Background: an optimization exercise with open tools, aiming at small area, a short achievable clock period and few clock cycles. Do not read the settings as production practice.
Only simulation tests tie the RTL to the original design; equivalence was not proved.
Power is estimated from default activity; no workload was simulated.

<file path="flow/run.sh">
#!/bin/bash
# Standard ORFS layout (bash standard.sh), with two changes to how it is made:
#  - the port buffers are sky130_fd_sc_hd__buf_1 rather than the delay buffer
#    buffer_ports picks by default;
#  - repair_timing aims for 7.5 ns of setup slack (a 4.5 ns path) instead of 0.
# The clock period and the constraints are the standard flow's, unchanged.
set -euo pipefail
export BUFFER_PORTS_ARGS="-buffer_cell sky130_fd_sc_hd__buf_1"
export SETUP_SLACK_MARGIN=7.5
bash standard.sh > standard_make.log 2>&1
</file>
<file path="standard.sh">
#!/bin/bash
# synth_recipe.tcl (not shown) runs the flow's synth.tcl, then flattens the netlist and writes it again
# the make line also repeats each setting of config.mk as NAME=value (left out here)
make -C /OpenROAD-flow-scripts/flow DESIGN_CONFIG=/design/flow/config.mk WORK_HOME=/design/flow/orfs CLKGATE_MAP_FILE= SYNTH_SCRIPT=/design/flow/synth_recipe.tcl "${@:-finish}"
</file>
<file path="config.mk">
export PLATFORM = sky130hd
export DESIGN_NAME = mcproto_core
export DESIGN_NICKNAME = mcproto_core
export VERILOG_FILES = /design/flow/design.v
export SDC_FILE = /design/flow/constraint.sdc
export NUM_CORES = 4
export LEC_CHECK = 0
export CAP_MARGIN = 20
export CORE_MARGIN = 2
export CORE_UTILIZATION = 55
export CTS_BUF_LIST = sky130_fd_sc_hd__clkbuf_4 sky130_fd_sc_hd__clkbuf_8
export SLEW_MARGIN = 20
</file>
<file path="constraint.sdc">
create_clock -name core_clock -period 12.0 [get_ports {clk}]
set_input_delay 2.4000 -clock core_clock [delete_from_list [all_inputs] [get_ports {clk}]]
set_output_delay 2.4000 -clock core_clock [all_outputs]
set_load 0.01 [all_outputs]
</file>
<file path="design.v">
module mcproto_core (
    input  wire        clk,
    input  wire        rst,
    input  wire        cmd_valid,
    output wire        cmd_ready,
    input  wire [3:0]  cmd_op,
    input  wire [63:0] cmd_val,
    input  wire [31:0] cmd_x,
    input  wire [31:0] cmd_y,
    input  wire [31:0] cmd_z,
    input  wire [31:0] cmd_ptr,
    input  wire [63:0] cmd_avail,
    input  wire [63:0] cmd_plen,
    input  wire        pin_valid,
    output wire        pin_ready,
    input  wire [7:0]  pin_data,
    output wire        mem_req,
    output wire        mem_we,
    output wire [31:0] mem_addr,
    output wire [7:0]  mem_wdata,
    input  wire        mem_gnt,
    input  wire [7:0]  mem_rdata,
    output wire        rsp_valid,
    output wire [2:0]  rsp_status,
    output wire [63:0] rsp_consumed,
    output wire [63:0] rsp_val,
    output wire [31:0] rsp_x,
    output wire [31:0] rsp_y,
    output wire [31:0] rsp_z,
    output wire        pout_valid,
    output wire [7:0]  pout_data
);
    localparam [2:0] ST_OK  = 3'd0;
    localparam [2:0] ST_BTS = 3'd1;
    localparam [2:0] ST_VTL = 3'd2;
    localparam [2:0] ST_BAD = 3'd7;
    function [3:0] varint_size;
        input [63:0] u;
        integer k;
        begin
            varint_size = 4'd1;
            for (k = 1; k < 10; k = k + 1)
                if ((u >> (7 * k)) != 64'd0)
                    varint_size = k + 1;
        end
    endfunction
    reg         busy_q;         
    reg         rsp_valid_q;
    reg  [2:0]  st_q;
    reg  [32:0] cons_q;         
    reg         val_en_q, pos_en_q, is32_q;
    reg         mem_req_q, mem_we_q;
    reg  [31:0] addr_q;
    reg  [7:0]  wdata_q;
    reg  [63:0] sd_q;           
    reg  [32:0] rw_q;           
    reg  [30:0] cnt_q;          
    reg  [3:0]  grp_q;          
    reg         lneg_q;
    reg         c7_q;           
    reg         k_ev, k_ep, k_ek, k_dv, k_dp, k_dk, k_32;
    reg         ph_a, ph_b, ph_c, ph_k;
    reg         bv_q;           
    reg  [7:0]  b_q;
    reg         pin_ready_q;
    reg         rdv_q;          
    reg         pout_valid_q;
    reg  [7:0]  pout_data_q;
    wire        acc      = cmd_valid & ~busy_q;
    wire        o_encv   = cmd_op == 4'h0;
    wire        o_encl   = cmd_op == 4'h1;
    wire        o_decv   = cmd_op == 4'h2;
    wire        o_decl   = cmd_op == 4'h3;
    wire        o_sizv   = cmd_op == 4'h4;
    wire        o_sizl   = cmd_op == 4'h5;
    wire        o_encp   = cmd_op == 4'h8;
    wire        o_decp   = cmd_op == 4'hA;
    wire        o_enck   = cmd_op == 4'hC;
    wire        o_deck   = cmd_op == 4'hE;
    wire        o_res    = ~(o_encv | o_encl | o_decv | o_decl | o_sizv | o_sizl |
                             o_encp | o_decp | o_enck | o_deck);
    wire        o_enc    = o_encv | o_encl | o_encp | o_enck;
    wire [3:0]  i_size32 = varint_size({32'd0, cmd_val[31:0]});
    wire [3:0]  i_size64 = varint_size(cmd_val);
    wire [32:0] i_ws     = {1'b0, ~(cmd_ptr ^ cmd_avail[31:0])};
    wire [32:0] i_wc     = {cmd_ptr | cmd_avail[31:0], 1'b0};
    function cout33;      
        input [32:0] a, b;
        reg   [63:0] g, p;
        integer w, i;
        begin
            g = {31'd0, a & b};
            p = {{31{1'b1}}, a | b};
            for (w = 1; w < 64; w = w * 2)
                for (i = 0; i + w < 64; i = i + 2 * w) begin
                    g[i] = g[i + w] | (p[i + w] & g[i]);
                    p[i] = p[i + w] & p[i];
                end
            cout33 = g[0];
        end
    endfunction
    wire        i_wcarry = cout33(i_ws, i_wc);
    wire        i_winbad = (|cmd_avail[63:33]) |
                           (cmd_avail[32] & ((|cmd_ptr) | (|cmd_avail[31:0]))) |
                           (~cmd_avail[32] & i_wcarry);
    wire        i_av0    = ~|cmd_avail;
    wire        i_avlt8  = ~|cmd_avail[63:3];
    wire [4:1]  i_gnz    = {|cmd_val[31:28], |cmd_val[27:21], |cmd_val[20:14], |cmd_val[13:7]};
    wire [5:1]  i_m1h    = {i_gnz[4], i_gnz[3] & ~i_gnz[4], i_gnz[2] & ~|i_gnz[4:3],
                            i_gnz[1] & ~|i_gnz[4:2], ~|i_gnz};
    wire [7:0]  i_ls1    = {1'b0, cmd_plen[6:0]} + 8'd1;
    wire [7:0]  i_ls2    = {1'b0, cmd_plen[6:0]} + 8'd2;
    wire [7:0]  i_ls3    = {1'b0, cmd_plen[6:0]} + 8'd3;
    wire [7:0]  i_ls4    = {1'b0, cmd_plen[6:0]} + 8'd4;
    wire [7:0]  i_ls5    = {1'b0, cmd_plen[6:0]} + 8'd5;
    wire [7:0]  i_lsum   = ({8{i_m1h[1]}} & i_ls1) | ({8{i_m1h[2]}} & i_ls2) |
                           ({8{i_m1h[3]}} & i_ls3) | ({8{i_m1h[4]}} & i_ls4) |
                           ({8{i_m1h[5]}} & i_ls5);
    wire        i_c7     = i_lsum[7];
    wire        i_lbig   = (|cmd_plen[63:31]) | (i_c7 & (&cmd_plen[30:7]));
    wire [63:0] i_pos    = {cmd_x[25:0], cmd_y[11:0], cmd_z[25:0]};
    reg  [7:0]  i_wbyte;
    reg  [63:0] i_sd;
    always @(*) begin
        i_wbyte = 8'd0;
        i_sd    = 64'd0;
        if (o_encv) begin
            i_wbyte = {|cmd_val[31:7], cmd_val[6:0]};
            i_sd    = {39'd0, cmd_val[31:7]};
        end else if (o_encl) begin
            i_wbyte = {|cmd_val[63:7], cmd_val[6:0]};
            i_sd    = {7'd0, cmd_val[63:7]};
        end else if (o_encp) begin
            i_wbyte = i_pos[63:56];
            i_sd    = {i_pos[55:0], 8'd0};
        end else if (o_enck) begin
            i_wbyte = {i_c7 | (|cmd_plen[30:7]), i_lsum[6:0]};
            i_sd    = {cmd_val[31:0], 8'd0, cmd_plen[30:7]};
        end
    end
    reg         i_imm;
    reg  [2:0]  i_st;
    reg  [3:0]  i_cons;
    always @(*) begin
        if (o_sizv)
            i_cons = i_size32;
        else if (o_sizl)
            i_cons = i_size64;
        else if (o_decp & i_avlt8 & ~i_winbad)
            i_cons = {1'b0, cmd_avail[2:0]};
        else
            i_cons = 4'd0;
    end
    always @(*) begin
        i_imm  = 1'b1;
        i_st   = ST_OK;
        if (o_res)
            i_st = ST_BAD;
        else if (o_sizv | o_sizl)
            i_st = ST_OK;
        else if (i_winbad)
            i_st = ST_BAD;
        else if (o_enck & i_lbig)
            i_st = ST_VTL;
        else if (i_av0)
            i_st = ST_BTS;
        else if (o_decp & i_avlt8)
            i_st = ST_BTS;
        else
            i_imm = 1'b0;
    end
    wire        perf     = mem_req_q & mem_gnt;           
    wire        take     = pin_valid & pin_ready_q;
    wire        k_enc    = k_ev | k_ep | k_ek;
    wire        rw_one   = rw_q == 33'd1;
    wire        rw_gt0   = |rw_q;
    wire        rw_gt1   = |rw_q[32:1];
    wire        rw_gt2   = (|rw_q[32:2]) | (rw_q[1] & rw_q[0]);
    wire        rw_gt3   = |rw_q[32:2] & ~(rw_q[32:2] == 31'd1 && rw_q[1:0] == 2'd0);
    wire        cnt_zero = ~|cnt_q;
    wire        cnt_one  = cnt_q == 31'd1;
    function lt64;
        input [63:0] a, b;
        reg   [63:0] g, e;
        integer w, i;
        begin
            g = ~a & b;
            e = ~(a ^ b);
            for (w = 1; w < 64; w = w * 2)
                for (i = 0; i + w < 64; i = i + 2 * w) begin
                    g[i] = g[i + w] | (e[i + w] & g[i]);
                    e[i] = e[i + w] & e[i];
                end
            lt64 = g[0];
        end
    endfunction
    wire        rw_lt_cnt = lt64({31'd0, rw_q}, {33'd0, cnt_q});
    wire [7:0]  rb       = mem_rdata;
    reg  [63:0] sd_ins;
    integer j;
    always @(*) begin
        sd_ins = sd_q;
        for (j = 0; j < 9; j = j + 1)
            if (grp_q == j)
                sd_ins[7 * j +: 7] = rb[6:0];
        if (grp_q == 4'd9)
            sd_ins[63] = rb[0];
    end
    wire        maxb_hit = k_32 ? (grp_q == 4'd4) : (grp_q == 4'd9);
    wire        e_last   = k_ev ? ~wdata_q[7] :
                           k_ep ? (cons_q[2:0] == 3'd7) :
                           ((ph_b & ~wdata_q[7]) | ph_c) & cnt_zero & ~bv_q;
    wire [1:0]  pend     = {1'b0, mem_req_q} + {1'b0, bv_q};
    wire [2:0]  pend_t   = {1'b0, pend} + {2'd0, take};
    wire        room     = (pend_t == 3'd0) ? rw_gt0 :
                           (pend_t == 3'd1) ? rw_gt1 :
                           (pend_t == 3'd2) ? rw_gt2 : rw_gt3;
    wire        more_pay = take ? ~cnt_one & ~cnt_zero : ~cnt_zero;
    wire [23:0] l_rest   = sd_q[23:0] + {23'd0, c7_q};
    wire        in_take  = ph_c | (ph_b & ~wdata_q[7]);
    task respond;
        input [2:0] st;
        begin
            st_q        <= st;
            rsp_valid_q <= 1'b1;
            busy_q      <= 1'b0;
            mem_req_q   <= 1'b0;
            pin_ready_q <= 1'b0;
        end
    endtask
    always @(posedge clk) begin
        rsp_valid_q  <= 1'b0;
        pout_valid_q <= 1'b0;
        rdv_q        <= 1'b0;
        if (rst) begin
            busy_q      <= 1'b0;
            mem_req_q   <= 1'b0;
            pin_ready_q <= 1'b0;
        end else if (busy_q) begin
            if (k_enc) begin
                if (perf) begin
                    addr_q <= addr_q + 32'd1;
                    cons_q <= cons_q + 33'd1;
                    rw_q   <= rw_q - 33'd1;
                end
                if (perf & (e_last | rw_one)) begin
                    respond(e_last ? ST_OK : ST_BTS);
                end else if (k_ev) begin
                    if (perf) begin
                        wdata_q <= {|sd_q[63:7], sd_q[6:0]};
                        sd_q    <= {7'd0, sd_q[63:7]};
                    end
                end else if (k_ep) begin
                    if (perf) begin
                        wdata_q <= sd_q[63:56];
                        sd_q    <= {sd_q[55:0], rb};
                    end
                end else begin
                    pin_ready_q <= 1'b0;
                    if (ph_a) begin
                        if (perf) begin
                            c7_q <= 1'b0;
                            if (wdata_q[7]) begin
                                wdata_q      <= {|l_rest[23:7], l_rest[6:0]};
                                sd_q[31:0]   <= {15'd0, l_rest[23:7]};
                            end else begin
                                wdata_q <= {|sd_q[63:39], sd_q[38:32]};
                                sd_q    <= {39'd0, sd_q[63:39]};
                                ph_a    <= 1'b0;
                                ph_b    <= 1'b1;
                                pin_ready_q <= ~|sd_q[63:39] & ~cnt_zero & rw_gt2;
                            end
                        end
                    end else if (ph_b & wdata_q[7]) begin
                        if (perf) begin
                            wdata_q <= {|sd_q[63:7], sd_q[6:0]};
                            sd_q    <= {7'd0, sd_q[63:7]};
                            pin_ready_q <= ~|sd_q[63:7] & ~cnt_zero & rw_gt2;
                        end
                    end else begin
                        if (perf) begin
                            ph_b <= 1'b0;
                            ph_c <= 1'b1;
                        end
                        if (take)
                            cnt_q <= cnt_q - 31'd1;
                        if (perf | ~mem_req_q) begin
                            if (bv_q) begin
                                wdata_q   <= b_q;
                                mem_req_q <= 1'b1;
                                bv_q      <= take;
                                b_q       <= pin_data;
                            end else if (take) begin
                                wdata_q   <= pin_data;
                                mem_req_q <= 1'b1;
                            end else begin
                                mem_req_q <= 1'b0;
                            end
                            pin_ready_q <= more_pay & room & ~(bv_q & take);
                        end else begin
                            if (take) begin
                                bv_q <= 1'b1;
                                b_q  <= pin_data;
                            end
                            pin_ready_q <= more_pay & room & ~(bv_q | take);
                        end
                    end
                end
            end else begin
                if (perf)
                    addr_q <= addr_q + 32'd1;
                rdv_q     <= perf;
                mem_req_q <= (rdv_q ? (perf ? rw_gt2 : rw_gt1) : (perf ? rw_gt1 : rw_gt0));
                if (rdv_q & ~ph_k) begin
                    rw_q   <= rw_q - 33'd1;
                    cons_q <= cons_q + 33'd1;
                end
                if (k_dp) begin
                    if (rdv_q) begin
                        sd_q  <= {sd_q[55:0], rb};
                        grp_q <= grp_q + 4'd1;
                        if (grp_q == 4'd7) begin
                            respond(ST_OK);
                            pos_en_q <= 1'b1;
                        end
                    end
                end else if (k_dv | ph_a) begin
                    if (rdv_q) begin
                        sd_q  <= sd_ins;
                        grp_q <= grp_q + 4'd1;
                        if (~rb[7]) begin
                            if (k_dv) begin
                                respond(ST_OK);
                                val_en_q <= 1'b1;
                            end else begin
                                cnt_q  <= sd_ins[30:0];
                                lneg_q <= sd_ins[31];
                                sd_q   <= 64'd0;
                                grp_q  <= 4'd0;
                                ph_a   <= 1'b0;
                                ph_k   <= 1'b1;
                            end
                        end else if (maxb_hit) begin
                            respond(ST_VTL);
                        end else if (rw_one) begin
                            respond(ST_BTS);
                        end
                    end
                end else if (ph_k & (lneg_q | rw_lt_cnt | cnt_zero)) begin
                    if (~lneg_q & rw_lt_cnt) begin
                        respond(ST_BTS);
                        cons_q <= rw_q + {30'd0, cons_q[2:0]};    
                    end else begin
                        respond(ST_VTL);
                    end
                end else begin
                    if (ph_k) begin
                        ph_k <= 1'b0;
                        ph_b <= 1'b1;
                        if (rdv_q) begin
                            rw_q   <= rw_q - 33'd1;
                            cons_q <= cons_q + 33'd1;
                        end
                    end
                    if (rdv_q) begin
                        cnt_q <= cnt_q - 31'd1;
                        if (ph_k | ph_b) begin
                            sd_q  <= sd_ins;
                            grp_q <= grp_q + 4'd1;
                            if (~rb[7]) begin
                                if (cnt_one) begin
                                    respond(ST_OK);
                                    val_en_q <= 1'b1;
                                end else begin
                                    ph_k <= 1'b0;
                                    ph_b <= 1'b0;
                                    ph_c <= 1'b1;
                                end
                            end else if (grp_q == 4'd4 || cnt_one) begin
                                respond(ST_VTL);
                            end
                        end else begin
                            pout_valid_q <= 1'b1;
                            pout_data_q  <= rb;
                            if (cnt_one) begin
                                respond(ST_OK);
                                val_en_q <= 1'b1;
                            end
                        end
                    end
                end
            end
        end else begin
            addr_q   <= cmd_ptr;
            rw_q     <= cmd_avail[32:0];
            grp_q    <= 4'd0;
            lneg_q   <= 1'b0;
            c7_q     <= i_c7;
            ph_a     <= 1'b1;
            ph_b     <= 1'b0;
            ph_c     <= 1'b0;
            ph_k     <= 1'b0;
            bv_q     <= 1'b0;
            k_ev     <= o_encv | o_encl;
            k_ep     <= o_encp;
            k_ek     <= o_enck;
            k_dv     <= o_decv | o_decl;
            k_dp     <= o_decp;
            k_dk     <= o_deck;
            k_32     <= ~o_decl;
            is32_q   <= ~o_decl;
            val_en_q <= 1'b0;
            pos_en_q <= 1'b0;
            sd_q     <= i_sd;
            wdata_q  <= i_wbyte;
            cnt_q    <= cmd_plen[30:0];
            mem_we_q <= o_enc;
            pin_ready_q <= 1'b0;
            st_q     <= i_st;
            cons_q   <= {29'd0, i_cons};
            rsp_valid_q <= cmd_valid & i_imm;
            busy_q      <= cmd_valid & ~i_imm;
            mem_req_q   <= cmd_valid & ~i_imm;
        end
    end
    assign cmd_ready    = ~busy_q;
    assign pin_ready    = pin_ready_q;
    assign mem_req      = mem_req_q;
    assign mem_we       = mem_we_q;
    assign mem_addr     = addr_q;
    assign mem_wdata    = wdata_q;
    assign rsp_valid    = rsp_valid_q;
    assign rsp_status   = st_q;
    assign rsp_consumed = {31'd0, cons_q};
    assign rsp_val      = ~val_en_q ? 64'd0 :
                          is32_q ? {{32{sd_q[31]}}, sd_q[31:0]} : sd_q;
    assign rsp_x        = pos_en_q ? {{6{sd_q[63]}}, sd_q[63:38]} : 32'd0;
    assign rsp_y        = pos_en_q ? {{20{sd_q[37]}}, sd_q[37:26]} : 32'd0;
    assign rsp_z        = pos_en_q ? {{6{sd_q[25]}}, sd_q[25:0]} : 32'd0;
    assign pout_valid   = pout_valid_q;
    assign pout_data    = pout_data_q;
endmodule
</file>
==> flow_metrics.env, run 1 <==
export IMPL_status="no timing/DRC/antenna violations"
export IMPL_path_buf_inv=1
export IMPL_port_buffers=562
export IMPL_drc=0
export IMPL_drive_gt1_frac=0.0700
export IMPL_leakagePower_uw=0.0101
export IMPL_cts_buffers=50
export IMPL_cts_tree="yes"
export IMPL_async_flop_share=0
export IMPL_crit_type="input pin to register"
export IMPL_clk_latency_ps=680
export IMPL_internal_power_uw=1730
export IMPL_reg2regPathDepth=9
export IMPL_clkTransAtPathRegs_ps=60
export IMPL_dp_slack_ps=6200
export IMPL_p_per_area_nw_per_um2=91.8
export IMPL_end_kind="register"
export IMPL_drt_wl_total_mm=124
export IMPL_core_um2=45600
export IMPL_synth_edf_count=240
export IMPL_hold_path_class="register to register"
export IMPL_grt_ovfl_total=0
export IMPL_fin_setup_tns_ps=0
export IMPL_max_freq_mhz=214
export IMPL_crit_path_start_kind="input pin"
export IMPL_min_period_ps=4670
export IMPL_cts_num_sinks=246
export IMPL_seq_power_share=0.415
export IMPL_wl_per_cell_um=28.8
export IMPL_final_common_cell="buf_1"
export IMPL_io_pin_count=626
export IMPL_ir_worst_vdd_v=0.0000900
export IMPL_viasPerCell=7.04
export IMPL_setup_violations=0
export IMPL_synth_warning_count=1
export IMPL_firstDrtPassIters=13
export IMPL_final_cell_mix="542 x buf_1, 361 x nand2_1, 255 x nor2_1"
export IMPL_syn_area_per_cell_um2=7.82
export IMPL_final_seq_area_um2=7330
export IMPL_place_congestion=1.04
export IMPL_initial_core_util=0.559
export IMPL_ys_types=94
export IMPL_critical_path_top_delay_family="compound AO/OA/AOI/OAI gates"
export IMPL_placementRows=78
export IMPL_vias=30200
export IMPL_syn_area_um2=25500
export IMPL_root_buffer="clkbuf_8"
export IMPL_die_y_um=219
export IMPL_min_path_cells=2
export IMPL_first_global_vias=27500
export IMPL_grt_setup_unrepaired="true"
export IMPL_cap_violations=0
export IMPL_ys_ff_latch=246
export IMPL_rrSetupSlack_ps=7670
export IMPL_critPathArrivalTime_ps=5170
export IMPL_synthCells=3257
export IMPL_finalHoldViolCount=0
export IMPL_fillers=4143
export IMPL_die_area_um2=48000
export IMPL_critical_path_depth=8
export IMPL_clkPwrFrac=0.370
export IMPL_antenna_found_initial=4
export IMPL_cts_htree_levels=2
export IMPL_cp_cell_sequence="buf_1 -> nor4_1 -> nand4_1 -> a31oi_1 -> o21a_1 -> a22oi_1 -> a21boi_0 -> o21ai_0"
export IMPL_max_stage_delay_ps=730
export IMPL_grt_use_total=0.492
export IMPL_skew_ps=37.3
export IMPL_worst_slew_pin_slew_ps=1300
export IMPL_netSwitchingFraction=0.349
export IMPL_yosysSeqAreaShare=0.288
export IMPL_die_w_um=219
export IMPL_final_max_slew_violation_count=0
export IMPL_ant_nets=0
export IMPL_grt_pass1_wl_mm=177
export IMPL_utilization=0.636
export IMPL_required_ps=12500
export IMPL_combPwrFrac=0.215
export IMPL_power_switching_uw=929
export IMPL_slowest_stage="a31oi_1"
export IMPL_final_nets=4081
export IMPL_finalCritPeriodShare=0.389
export IMPL_area_growth_pct=13.8
export IMPL_dp_hpwl_mm=89.7
export IMPL_clockBufferDepth=3
export IMPL_worst_slack_ps=7330
export IMPL_maxSlewHeadroom=0.134
export IMPL_drt_initial_drc_count=5269
export IMPL_grt_max_degree=105
export IMPL_synth_main_ff_cell="edfxtp_1"
export IMPL_multi_input_area_um2=16600
export IMPL_cp_max_fo=4
## power by group through the flow
stage	clock [uW]	combinational (uW)	sequential [uW]
final	986	572	1100
after global routing	1010	606	1100
after CTS	975	540	1100
after detailed placement	0	528	1110
after global placement	0	518	1110
after floorplan	0	348	1060
## metal layers
| layer | global-route usage | up-vias | share of wire |
|---|---|---|---|
| li1 | - | 12800 | - |
| met1 | 0.584 | 14000 | 0.33 |
| met2 | 0.751 | 2721 | 0.43 |
| met3 | 0.140 | 693 | 0.14 |
| met4 | 0.381 | 0 | 0.098 |
| met5 | 0 | - | 0 |
## worst register-to-register path, cell delays in order, from the launching register on
cell      delay, ps
edfxtp_1        570
or4_4           620
or4_1           600
nor4_1          850
o31ai_4         190
nand2_2         230
nand2_1         100
a31oi_1         480
nor3_4           40
buf_4           320
## per-stage QoR
step | std cells | hold WS, ps | cell area (um2) | total power (uW)
final | 4291 | 540 | 29000 | 2660
after global placement | 4173 | 506 | 27400 | 1630
after floorplan | 3287 | 445 | 25800 | 1400
after global routing | 4288 | 563 | 29000 | 2720
after detailed placement | 4173 | 523 | 27400 | 1640
after CTS | 4274 | 531 | 28700 | 2610
## cell families (layout without fill, tap and decap cells)
| family | count (synthesis) | count (layout) | synth area share |
|---|---|---|---|
| other | 1 | 35 | 0.000147 |
| AND/OR/NAND/NOR | 1229 | 1229 | 0.239 |
| flip-flops | 246 | 246 | 0.288 |
| buffers and inverters | 473 | 873 | 0.0801 |
| adder cells (fa/ha/maj) | 87 | 87 | 0.0433 |
| AO/OA/AOI/OAI | 930 | 930 | 0.244 |
| multiplexers | 121 | 121 | 0.0482 |
| XOR/XNOR | 170 | 170 | 0.0585 |
## synthesized netlist by cell type, types with 41 or more instances
library cell	instances	area, um2
a21oi_1	229	1150
a31oi_1	58	363
and2_1	114	713
buf_4	67	503
clkbuf_1	209	785
edfxtp_1	240	7210
ha_1	85	1060
inv_1	153	574
mux2i_1	108	1080
nand2_1	366	1370
nand2b_1	47	294
nand3_1	73	365
nand4_1	60	375
nor2_1	257	965
nor3_1	83	415
nor4_1	93	582
o211ai_1	44	330
o21ai_0	185	926
o221ai_1	43	377
or3_1	41	257
xnor2_1	96	841
xor2_1	74	648
## worst paths after layout
kind | from | endpoint
max | cmd_val[63] | cons_q[2]
min | pin_ready_q | pin_ready_q
max reg2reg | rw_q[10] | sd_q[58]
min reg2reg | pin_ready_q | pin_ready_q
## state kept, by name (all words and copies together) (netlist names), 3 cells and up
register and cells:
sd_q 64, cons_q 33, rw_q 33, addr_q 32, cnt_q 31, b_q 8, pout_data_q 8, wdata_q 8
grp_q 4, st_q 3
## layout make-up
cell class                      count  share of cell area
Tap cell                          600              0.0259
Antenna cell                        4            0.000345
Inverter                          157              0.0203
Timing Repair Buffer              626              0.0927
Clock inverter                     22             0.00708
Sequential cell                   246               0.253
Multi-Input combinational cell   2568               0.572
Clock buffer                       68              0.0293
## timing repair
| action | CTS | global route |
|---|---|---|
| hold endpoints to repair | 0 | 0 |
| setup endpoints to repair | 69 | 48 |
| gates resized for setup | 34 | 40 |
| pin swaps | 15 | 13 |
| hold buffers | 0 | 0 |
| buffers inserted | 11 | 9 |
Testbench counts, summed over its fixed seeds: cycles 35,042.
==> run 2: changes to the inputs <==
--- a/config.mk
+++ b/config.mk
@@ -9,4 +9,3 @@
 export CORE_MARGIN = 2
 export CORE_UTILIZATION = 55
-export CTS_BUF_LIST = sky130_fd_sc_hd__clkbuf_4 sky130_fd_sc_hd__clkbuf_8
 export SLEW_MARGIN = 20
==> run 2 against run 1 <==
  * Power grew 6.2%
  * Global-route usage rose by 0.19 points
  * Count of clock-buffer cells in the layout fell by 26
  * Non-clock buffer count up 7
  * Largest power group is now the clock network
  * Synthesized cell count is the same
  * Utilization grew 0.92 points
  * Critical endpoint is now wdata_q[3]
  * Critical path depth rose by 1
  * Maximum frequency is 2.0% higher
==> flow_metrics.env, run 2 <==
export IMPL_ant_nets=0
export IMPL_place_congestion=1.04
export IMPL_fillers=4086
export IMPL_fin_setup_tns_ps=0
export IMPL_critical_path_top_delay_family="simple AND/OR/NAND/NOR gates"
export IMPL_die_area_um2=48000
export IMPL_hold_buffers=0
export IMPL_cts_tree="yes"
export IMPL_critPathArrivalTime_ps=4870
export IMPL_top_regs="sd_q (64), cons_q (33), rw_q (33)"
export IMPL_final_common_cell="buf_1"
export IMPL_final_seq_area_um2=7330
export IMPL_drive_gt1_frac=0.0728
export IMPL_port_buffers=562
export IMPL_drt_initial_drc_count=5588
export IMPL_firstDrtPassIters=15
export IMPL_netlist_top_cells_area="edfxtp_1 28%, nand2_1 5.4%, a21oi_1 4.5%"
export IMPL_syn_area_um2=25500
export IMPL_setup_violations=0
export IMPL_ys_types=94
export IMPL_yosysTopAreaCell="edfxtp_1"
export IMPL_worst_slew_pin_slew_ps=1170
export IMPL_cts_num_sinks=246
export IMPL_antenna_found_initial=7
export IMPL_ys_ff_latch=246
export IMPL_wl_per_cell_um=29.1
export IMPL_grt_pass1_wl_mm=177
export IMPL_synthCells=3257
export IMPL_placementRows=78
export IMPL_multi_input_area_um2=16700
export IMPL_crit_path_start_kind="input pin"
export IMPL_p_per_area_nw_per_um2=96.1
export IMPL_finalHoldViolCount=0
export IMPL_hold_path_class="register to register"
export IMPL_min_path_cells=2
export IMPL_first_global_vias=27400
export IMPL_maxSlewHeadroom=0.220
export IMPL_largest_reg_flops=64
export IMPL_largest_register="sd_q"
export IMPL_initial_core_util=0.559
export IMPL_syn_area_per_cell_um2=7.82
export IMPL_max_freq_mhz=218
export IMPL_die_w_um=219
export IMPL_synth_edf_count=240
export IMPL_utilization=0.645
export IMPL_critical_path_depth=9
export IMPL_ir_worst_vdd_v=0.000110
export IMPL_cts_htree_levels=2
export IMPL_reg2regPathDepth=9
export IMPL_synth_warning_count=1
export IMPL_cap_violations=0
export IMPL_area_growth_pct=15.5
export IMPL_grt_use_total=0.494
export IMPL_crit_type="input pin to register"
export IMPL_final_nets=4072
export IMPL_skew_ps=24.8
export IMPL_die_y_um=219
export IMPL_clk_latency_ps=580
export IMPL_status="no timing/DRC/antenna violations"
export IMPL_async_flop_share=0
export IMPL_required_ps=12290
export IMPL_slowest_stage="a21oi_2"
export IMPL_synth_main_ff_cell="edfxtp_1"
export IMPL_dp_hpwl_mm=89.7
export IMPL_yosysMostFrequentCell="nand2_1"
export IMPL_core_um2=45600
export IMPL_vias=30200
export IMPL_yosysSeqAreaShare=0.288
export IMPL_io_pin_count=626
export IMPL_finalCritPeriodShare=0.382
export IMPL_end_kind="register"
export IMPL_grt_max_degree=105
export IMPL_final_cell_mix="532 x buf_1, 361 x nand2_1, 255 x nor2_1"
export IMPL_viasPerCell=7.07
export IMPL_grt_ovfl_total=0
export IMPL_grt_setup_unrepaired="true"
export IMPL_clockBufferDepth=3
export IMPL_min_period_ps=4580
export IMPL_leakagePower_uw=0.0103
export IMPL_root_buffer="clkbuf_16"
export IMPL_max_stage_delay_ps=540
export IMPL_synth_top_area_frac=0.283
export IMPL_drc=0
export IMPL_final_max_slew_violation_count=0
export IMPL_path_buf_inv=1
export IMPL_cp_cell_sequence="buf_1 -> nor4_4 -> nand4_1 -> nand3_2 -> and3_1 -> o22a_1 -> o21ai_0 -> a21oi_2 -> a21oi_1"
export IMPL_clkTransAtPathRegs_ps=60
export IMPL_drt_wl_total_mm=124
export IMPL_cts_buffers=34
export IMPL_cp_max_fo=6
export IMPL_synthTopCellsByCount="366 x nand2_1, 257 x nor2_1, 240 x edfxtp_1"
run 2: final timing paths:
path / from / to / slack, ps
setup / recovery: cmd_val[20] / wdata_q[3] / 7420
hold / removal: pin_ready_q / pin_ready_q / 540
setup reg to reg: rw_q[10] / sd_q[59] / 7700
hold reg to reg: pin_ready_q / pin_ready_q / 540
run 2: timing repair:
action | in CTS | in global routing
resized for setup | 78 | 59
gates cloned | 0 | 1
buffers inserted | 18 | 7
pin swaps | 22 | 27
hold endpoints to repair | 0 | 0
setup endpoints to repair | 72 | 30
run 2: cell type report:
type	count	area share
timing repair buffer	633	0.0955
inverter	157	0.0208
clock buffer	42	0.0328
multi-input combinational	2568	0.568
antenna	1	0.0000851
sequential	246	0.249
clock inverter	20	0.00817
tap	600	0.0255
run 2: cells by family after synthesis:
kind of cell | Yosys count | synth area share
mux | 121 | 0.0482
other cells | 1 | 0.000147
flops | 246 | 0.288
xor+xnor | 170 | 0.0585
compound gates | 930 | 0.244
fa+ha+maj | 87 | 0.0433
buf+inv | 473 | 0.0801
simple gates | 1229 | 0.239
run 2: power breakdown:
group	internal [uW]	leakage, uW	total (uW)	switching, uW
clock	683	0.000583	1140	454
sequential	995	0.00247	1110	110
combinational	202	0.00721	584	382
run 2: metal layers:
metal,wire length [um],part of all wire,global-route usage
met5,82,0.00066,0
met4,12000,0.097,0.384
met3,17100,0.14,0.144
met2,53500,0.43,0.753
met1,41600,0.33,0.585
run 2: worst reg2reg max path: stages (launching register included):
cell and delay, ps:
edfxtp_1 570, or4_4 620, or4_1 590, nor4_1 800
o31ai_4 190, nand2_2 230, nand2_1 100, a31oi_1 480
nor3_4 50, buf_4 320
run 2: through the flow:
step                      hold slack [ps]  cells  setup slack, ps  cell area, um2  power, uW
after floorplan                       445   3287             7130           25800       1400
after global placement                506   4173             6160           27400       1630
after detailed placement              523   4173             6200           27400       1640
after CTS                             531   4253             7350           29100       2760
after global routing                  563   4267             7410           29400       2870
final                                 535   4267             7420           29400       2830
==> run 3: changes to the inputs <==
--- a/config.mk
+++ b/config.mk
@@ -6,6 +6,7 @@
 export NUM_CORES = 4
 export LEC_CHECK = 0
-export CAP_MARGIN = 20
+export CAP_MARGIN = 10
 export CORE_MARGIN = 2
-export CORE_UTILIZATION = 55
-export SLEW_MARGIN = 20
+export CORE_UTILIZATION = 40
+export CTS_BUF_LIST = sky130_fd_sc_hd__clkbuf_4 sky130_fd_sc_hd__clkbuf_8
+export SLEW_MARGIN = 10
==> run 3 against run 2 <==
  * Still clean
  * Design area decreased by 0.31%
  * Clock skew increased by 42 ps
  * Maximum frequency increased by 1.1%
  * Power decreased by 7.7%
  * Area after synthesis unchanged
  * Non-clock buffer count decreased by 7
  * Critical path depth increased by 5
  * Final cell count increased by 6.5%
  * Largest power group is now sequential cells
==> flow_metrics.env, run 3 <==
export IMPL_status="no timing/DRC/antenna violations"
export IMPL_synth_main_ff_cell="edfxtp_1"
export IMPL_leakagePower_uw=0.0101
export IMPL_hp_start="pin_ready_q"
export IMPL_syn_area_per_cell_um2=7.82
export IMPL_yosysMostFrequentCell="nand2_1"
export IMPL_cts_tree="yes"
export IMPL_max_stage_delay_ps=400
export IMPL_grt_ovfl_total=0
export IMPL_min_path_cells=2
export IMPL_final_seq_area_um2=7330
export IMPL_async_flop_share=0
export IMPL_utilization=0.466
export IMPL_timing_hold_ws_ps=524
export IMPL_area_growth_pct=15.1
export IMPL_grt_max_degree=149
export IMPL_dp_hpwl_mm=92.2
export IMPL_ant_nets=0
export IMPL_crit_path_start_kind="input pin"
export IMPL_die_w_um=256
export IMPL_slowest_stage="a311oi_1"
export IMPL_cp_cell_sequence="clkbuf_2 -> inv_1 -> ha_1 -> a222oi_1 -> nand4_1 -> a211oi_2 -> a21oi_1 -> a211oi_2 -> buf_4 -> buf_4 -> nor3_4 -> buf_12 -> buf_4 -> a311oi_1"
export IMPL_final_nets=4081
export IMPL_cts_buffers=50
export IMPL_cts_htree_levels=2
export IMPL_cp_max_fo=4
export IMPL_r2r_end="sd_q[2]"
export IMPL_clockBufferDepth=3
export IMPL_cts_num_sinks=246
export IMPL_yosysTopAreaCell="edfxtp_1"
export IMPL_top_regs="sd_q (64), cons_q (33), rw_q (33)"
export IMPL_max_freq_mhz=221
export IMPL_p_per_area_nw_per_um2=89.0
export IMPL_drc=0
export IMPL_final_common_cell="buf_1"
export IMPL_worst_slew_pin_slew_ps=1300
export IMPL_port_buffers=562
export IMPL_grt_pass1_wl_mm=179
export IMPL_ys_types=94
export IMPL_end_kind="register"
export IMPL_required_ps=12540
export IMPL_finalHoldViolCount=0
export IMPL_die_y_um=256
export IMPL_fillers=6546
export IMPL_synth_top_area_frac=0.283
export IMPL_io_pin_count=626
export IMPL_drt_initial_drc_count=4543
export IMPL_antenna_found_initial=12
export IMPL_skew_ps=66.7
export IMPL_clkTransAtPathRegs_ps=60
export IMPL_drive_gt1_frac=0.0686
export IMPL_finalCritPeriodShare=0.378
export IMPL_ys_ff_latch=246
export IMPL_drt_wl_total_mm=125
export IMPL_crit_type="input pin to register"
export IMPL_vias=29200
export IMPL_ir_worst_vdd_v=0.0000764
export IMPL_syn_area_um2=25500
export IMPL_clk_latency_ps=710
export IMPL_rrSetupSlack_ps=7800
export IMPL_final_max_slew_violation_count=0
export IMPL_firstDrtPassIters=10
export IMPL_power_uw=2610
export IMPL_die_area_um2=65700
export IMPL_initial_core_util=0.405
export IMPL_wl_per_cell_um=27.5
export IMPL_critPathArrivalTime_ps=5070
export IMPL_synthTopCellsByCount="366 x nand2_1, 257 x nor2_1, 240 x edfxtp_1"
export IMPL_synthCells=3257
export IMPL_largest_reg_flops=64
export IMPL_min_to="pin_ready_q"
export IMPL_path_buf_inv=6
export IMPL_multi_input_area_um2=16700
export IMPL_synth_edf_count=240
export IMPL_reg2regPathDepth=9
export IMPL_critical_path_top_delay_family="compound AO/OA/AOI/OAI gates"
export IMPL_maxSlewHeadroom=0.132
export IMPL_hold_path_class="register to register"
export IMPL_crit_path_frequent_cell="buf_4"
export IMPL_synth_warning_count=1
export IMPL_core_um2=63000
export IMPL_fin_setup_tns_ps=0
export IMPL_min_period_ps=4530
export IMPL_yosysSeqAreaShare=0.288
export IMPL_grt_use_total=0.361
export IMPL_setup_violations=0
export IMPL_placementRows=92
export IMPL_root_buffer="clkbuf_8"
export IMPL_reg2reg_from="rw_q[10]"
export IMPL_place_congestion=1.01
export IMPL_viasPerCell=6.42
export IMPL_grt_setup_unrepaired="true"
export IMPL_first_global_vias=26500
export IMPL_netlist_top_cells_area="edfxtp_1 28%, nand2_1 5.4%, a21oi_1 4.5%"
export IMPL_worst_slack_ps=7470
export IMPL_final_cell_mix="548 x buf_1, 361 x nand2_1, 255 x nor2_1"
export IMPL_dp_slack_ps=6140
export IMPL_cap_violations=0
export IMPL_largest_register="sd_q"
run 3: cell count changes in the layout (fill, tap and decap cells not counted), sizes merged, moves of 3 or more:
cell      change
clkbuf       +27
diode         +7
clkinv       +10
clkinvlp      -3
bufinv        -3
buf           -8
run 3: final cells by class:
type / count / area share
Antenna cell: 8 / 0.000683
Tap cell: 846 / 0.0361
Inverter: 157 / 0.0203
Multi-Input combinational cell: 2568 / 0.568
Clock inverter: 25 / 0.00546
Timing Repair Buffer: 626 / 0.0910
Sequential cell: 246 / 0.250
Clock buffer: 68 / 0.0283
run 3: worst max-delay path by stage:
stage / from / to / cells after the start
finish: cmd_ptr[30] / rsp_valid_q / 14
global placement: cmd_op[1] / wdata_q[2] / 7
detailed placement: cmd_op[1] / wdata_q[2] / 7
global route: cmd_avail[29] / rsp_valid_q / 14
floorplan: mem_gnt / ph_b / 7
CTS: cmd_op[0] / wdata_q[2] / 7
run 3: where the power goes:
group          total (uW)  switching [uW]  internal [uW]
clock                 933             443            490
sequential           1100             105            995
combinational         577             381            196
total                2610             929           1680
run 3: kinds of logic (layout without fill, tap and decap cells):
kind of cell,count (synthesis),after routing,share of synthesized area
flops,246,246,0.288
other cells,1,39,0.000147
simple gates,1229,1229,0.239
mux,121,121,0.0482
compound gates,930,930,0.244
xor+xnor,170,170,0.0585
fa+ha+maj,87,87,0.0433
buf+inv,473,876,0.0801
run 3: timing repair:
action | in CTS | in global routing
setup buffers | 4 | 9
gates resized for setup | 34 | 45
endpoints found under the setup margin | 110 | 110
hold buffers | 0 | 0
pin swaps | 14 | 17
run 3: through the flow:
stage / area (um2) / std cells
detailed placement: 27900 / 4429
finish: 29300 / 4544
floorplan: 25800 / 3287
CTS: 29000 / 4526
global placement: 27900 / 4429
global route: 29300 / 4541
run 3: routing by layer:
metal	wire, um	GRT usage
met4	8340	0.208
met5	58	0
met1	48700	0.481
met3	16000	0.0989
met2	51900	0.523
run 3: worst reg2reg max path: cells and delay by family (launching register included):
family | cells | cell delay, ps
AOI/OAI and AO/OA | 2 | 640
buffers and inverters | 1 | 310
and+or+nand+nor | 6 | 2390
DFF | 1 | 550
==> run 4: changes to the inputs <==
==> flow/run.sh (replaced) <==
#!/bin/bash
# Standard ORFS layout (bash standard.sh), with two changes to how it is made:
#  - the port buffers are sky130_fd_sc_hd__buf_1 rather than the delay buffer
#    buffer_ports picks by default;
#  - repair_timing aims for 7.75 ns of setup slack (a 4.25 ns path) instead of 0.
# The clock period and the constraints are the standard flow's, unchanged.
set -euo pipefail
export BUFFER_PORTS_ARGS="-buffer_cell sky130_fd_sc_hd__buf_1"
export SETUP_SLACK_MARGIN=7.75
bash standard.sh > standard_make.log 2>&1
--- a/config.mk
+++ b/config.mk
@@ -6,7 +6,7 @@
 export NUM_CORES = 4
 export LEC_CHECK = 0
-export CAP_MARGIN = 10
+export CAP_MARGIN = 20
 export CORE_MARGIN = 2
 export CORE_UTILIZATION = 40
 export CTS_BUF_LIST = sky130_fd_sc_hd__clkbuf_4 sky130_fd_sc_hd__clkbuf_8
-export SLEW_MARGIN = 10
+export SLEW_MARGIN = 20
==> run 4 against run 3 <==
  * Still clean
  * Synthesized cell count stayed put
  * Sequential power hardly changed
  * Combinational power is 6.9% higher
  * Area after synthesis stayed put
  * Via count is 1.9% higher
  * Power is 1.2% higher
  * Routed wire length is 2.3% higher
  * Non-clock buffer count is 75 higher
  * Final cell count is 1.8% higher
  * Register-to-register slack better by 170 ps
  * Clock skew is 18 ps lower
  * Critical endpoint is now cons_q[1]
  * Largest cell class unchanged
==> flow_metrics.env, run 4 <==
export IMPL_grt_use_total=0.368
export IMPL_wl_met1_mm=48.7
export IMPL_die_w_um=256
export IMPL_cts_tree="yes"
export IMPL_ir_worst_vdd_v=0.0000724
export IMPL_r2r_end="sd_q[50]"
export IMPL_ys_types=94
export IMPL_drive_gt1_frac=0.109
export IMPL_netlist_top_cells_area="edfxtp_1 28%, nand2_1 5.4%, a21oi_1 4.5%"
export IMPL_seq_power_share=0.414
export IMPL_critPathArrivalTime_ps=4900
export IMPL_internal_power_uw=1690
export IMPL_netSwitchingFraction=0.359
export IMPL_top_regs="sd_q (64), cons_q (33), rw_q (33)"
export IMPL_first_global_vias=26900
export IMPL_max_freq_mhz=223
export IMPL_final_common_cell="buf_1"
export IMPL_synth_mux_area_frac=0.0482
export IMPL_cap_violations=0
export IMPL_clockBufferDepth=3
export IMPL_grt_setup_unrepaired="true"
export IMPL_firstDrtPassIters=13
export IMPL_cts_htree_levels=2
export IMPL_min_period_ps=4490
export IMPL_viasPerCell=6.43
export IMPL_finalCritPeriodShare=0.374
export IMPL_placed_cells=4432
export IMPL_place_congestion=1.00
export IMPL_crit_type="input pin to register"
export IMPL_wl_per_cell_um=27.7
export IMPL_reg2regPathDepth=9
export IMPL_drt_initial_drc_count=4459
export IMPL_synth_simple_gate_area_share=0.239
export IMPL_async_flop_share=0
export IMPL_clkTransAtPathRegs_ps=60
export IMPL_timing_hold_ws_ps=528
export IMPL_cts_num_sinks=246
export IMPL_dp_hpwl_mm=92.1
export IMPL_vias=29700
export IMPL_synth_top_area_frac=0.283
export IMPL_fillers=6413
export IMPL_min_path_cells=2
export IMPL_largest_register="sd_q"
export IMPL_setup_violations=0
export IMPL_yosysTopAreaCell="edfxtp_1"
export IMPL_rrSetupSlack_ps=7970
export IMPL_worst_slew_pin_slew_ps=1160
export IMPL_required_ps=12410
export IMPL_io_pin_count=626
export IMPL_drc=0
export IMPL_area_growth_pct=19.4
export IMPL_hold_path_class="register to register"
export IMPL_grt_ovfl_total=0
export IMPL_largest_reg_flops=64
export IMPL_worst_slack_ps=7510
export IMPL_synth_xor_area_frac=0.0585
export IMPL_leakagePower_uw=0.0107
export IMPL_synthAdderAreaFrac=0.0433
export IMPL_end_kind="register"
export IMPL_synth_compound_area_frac=0.244
export IMPL_synthTopCellsByCount="366 x nand2_1, 257 x nor2_1, 240 x edfxtp_1"
export IMPL_core_um2=63000
export IMPL_final_cell_mix="517 x buf_1, 359 x nand2_1, 254 x nor2_1"
export IMPL_clkPwrFrac=0.352
export IMPL_hp_start="pin_ready_q"
export IMPL_crit_path_start_kind="input pin"
export IMPL_grt_pass1_wl_mm=183
export IMPL_finalHoldViolCount=0
export IMPL_ys_ff_latch=246
export IMPL_synth_warning_count=1
export IMPL_grt_max_degree=154
export IMPL_final_max_slew_violation_count=0
export IMPL_combPwrFrac=0.234
export IMPL_yosysMostFrequentCell="nand2_1"
export IMPL_cp_max_fo=2
export IMPL_dr_wl_met3_mm=17.0
export IMPL_syn_area_per_cell_um2=7.82
export IMPL_route_met2_wl_mm=53.7
export IMPL_synth_main_ff_cell="edfxtp_1"
export IMPL_placementRows=92
export IMPL_top_layer="met5"
export IMPL_die_y_um=256
export IMPL_power_switching_uw=948
export IMPL_antenna_found_initial=12
export IMPL_fin_setup_tns_ps=0
export IMPL_root_buffer="clkbuf_8"
export IMPL_port_buffers=562
export IMPL_synth_edf_count=240
export IMPL_p_per_area_nw_per_um2=86.8
export IMPL_yosysSeqAreaShare=0.288
export IMPL_skew_ps=48.6
export IMPL_clk_latency_ps=690
export IMPL_status="no timing/DRC/antenna violations"
export IMPL_final_nets=4160
export IMPL_initial_core_util=0.405
export IMPL_ant_nets=0
export IMPL_maxSlewHeadroom=0.222
export IMPL_drt_wl_total_mm=128
export IMPL_cts_buffers=52
export IMPL_synthCells=3257
export IMPL_finalNonFillerCells=4624
export IMPL_utilization=0.483
export IMPL_dp_slack_ps=6300
export IMPL_reg2reg_from="rw_q[10]"
export IMPL_synth_top_family_by_area="compound AO/OA/AOI/OAI gates"
export IMPL_syn_area_um2=25500
export IMPL_min_to="pin_ready_q"
export IMPL_die_area_um2=65700
[run 4: changes by cell type in the layout (fill, tap and decap cells not counted), sizes merged]
| cell | before | now |
|---|---|---|
| bufbuf | 0 | 1 |
| bufinv | 2 | 1 |
| and2 | 117 | 118 |
| nand2 | 366 | 367 |
| clkbuf | 75 | 100 |
| clkinvlp | 1 | 2 |
| diode | 8 | 10 |
| buf | 619 | 670 |
| inv | 155 | 154 |
[run 4: worst max-delay path: stages]
cell and delay [ps]:
buf_8 100, inv_4 50, ha_4 200, a222oi_1 470
nand4_1 220, a211oi_2 240, a21oi_2 70, a211oi_4 290
buf_6 150, buf_6 80, buf_6 80, buf_6 80
buf_6 90, nor2_4 30, a21oi_4 210, o211ai_1 140
[run 4: per-layer routing]
metal	vias to the layer above	track usage
li1	13000	-
met1	14000	0.485
met2	2248	0.537
met3	477	0.102
met4	4	0.216
met5	-	0.00585
[run 4: logic make-up after synthesis]
family,Yosys count
simple gates,1229
compound gates,930
buf+inv,473
flops,246
xor+xnor,170
mux,121
fa+ha+maj,87
other cells,1
[run 4: layout make-up]
| cell class | count | area (um2) | share of cell area |
|---|---|---|---|
| Timing Repair Buffer | 701 | 3420 | 0.112 |
| Multi-Input combinational cell | 2570 | 17000 | 0.558 |
| Antenna cell | 10 | 25.0 | 0.000823 |
| Inverter | 157 | 617 | 0.0203 |
| Clock inverter | 24 | 134 | 0.00440 |
| Sequential cell | 246 | 7330 | 0.241 |
| Clock buffer | 70 | 857 | 0.0282 |
| Tap cell | 846 | 1060 | 0.0348 |
[run 4: per-stage QoR]
stage	total power (uW)	instance area, um2
2_1_floorplan	1410	25900
3_3_place_gp	1650	28000
3_5_place_dp	1660	28000
4_1_cts	2590	29600
5_1_grt	2710	30400
6_report	2640	30400
[run 4: power groups by stage]
stage | clock network, uW | logic, uW | registers [uW]
final | 930 | 617 | 1090
after global routing | 961 | 653 | 1100
after CTS | 928 | 570 | 1090
after detailed placement | 0 | 543 | 1110
after global placement | 0 | 540 | 1110
after floorplan | 0 | 351 | 1060
[run 4: how the worst max path moves through the flow]
stage | end | cells after the start | startpoint | slack [ps]
3_3_place_gp | wdata_q[5] | 7 | cmd_op[0] | 6190
4_1_cts | cons_q[0] | 12 | cmd_ptr[29] | 7480
2_1_floorplan | ph_b | 7 | mem_gnt | 7130
3_5_place_dp | cons_q[0] | 11 | cmd_avail[19] | 6300
6_report | cons_q[1] | 16 | cmd_ptr[29] | 7510
5_1_grt | mem_req_q | 15 | cmd_ptr[29] | 7390
[run 4: what timing repair did]
action	CTS	global route
endpoints found under the setup margin	203	215
hold buffers	0	0
setup buffers	35	50
pin swaps	12	26
resized for setup	85	114
cloned	1	2
endpoints found under the hold margin	0	0

[what the ideal ports hide]
The results above use ideal ports. As a check the final layouts listed here were re-extracted and re-timed, cells and wires unchanged.
Step 1, drivers: a clkbuf_16 drives clk and a buf_2 each remaining input, both assumed.
Step 2 adds t to the input delays and takes it off the output delays; t is the mean of the earliest and latest rising clock arrival at the registers after step 1. Input paths then give back, and output paths get back, about the clock's delay inside the block.
Slacks: no drivers / after step 1 / after step 2; pairs: no drivers / after step 1.
| run | t (ns) | setup slack, ns | hold slack, ns | worst register clock-pin slew, ns |
|---|---|---|---|---|
| run 1 | 0.722 | 7.327 / 7.362 / 6.639 | 0.540 / 0.540 / 0.540 | 0.07 / 0.07 |
| run 2 | 0.631 | 7.420 / 7.437 / 6.805 | 0.535 / 0.535 / 0.535 | 0.07 / 0.07 |
| run 3 | 0.730 | 7.470 / 7.440 / 6.762 | 0.524 / 0.524 / 0.524 | 0.07 / 0.07 |
| run 4 | 0.732 | 7.511 / 7.523 / 6.791 | 0.528 / 0.528 / 0.528 | 0.07 / 0.07 |
After both steps every run listed still meets setup and hold. The setup slack of run 4, which loses most, moves by +0.012 ns with the drivers and by -0.720 ns with both steps.
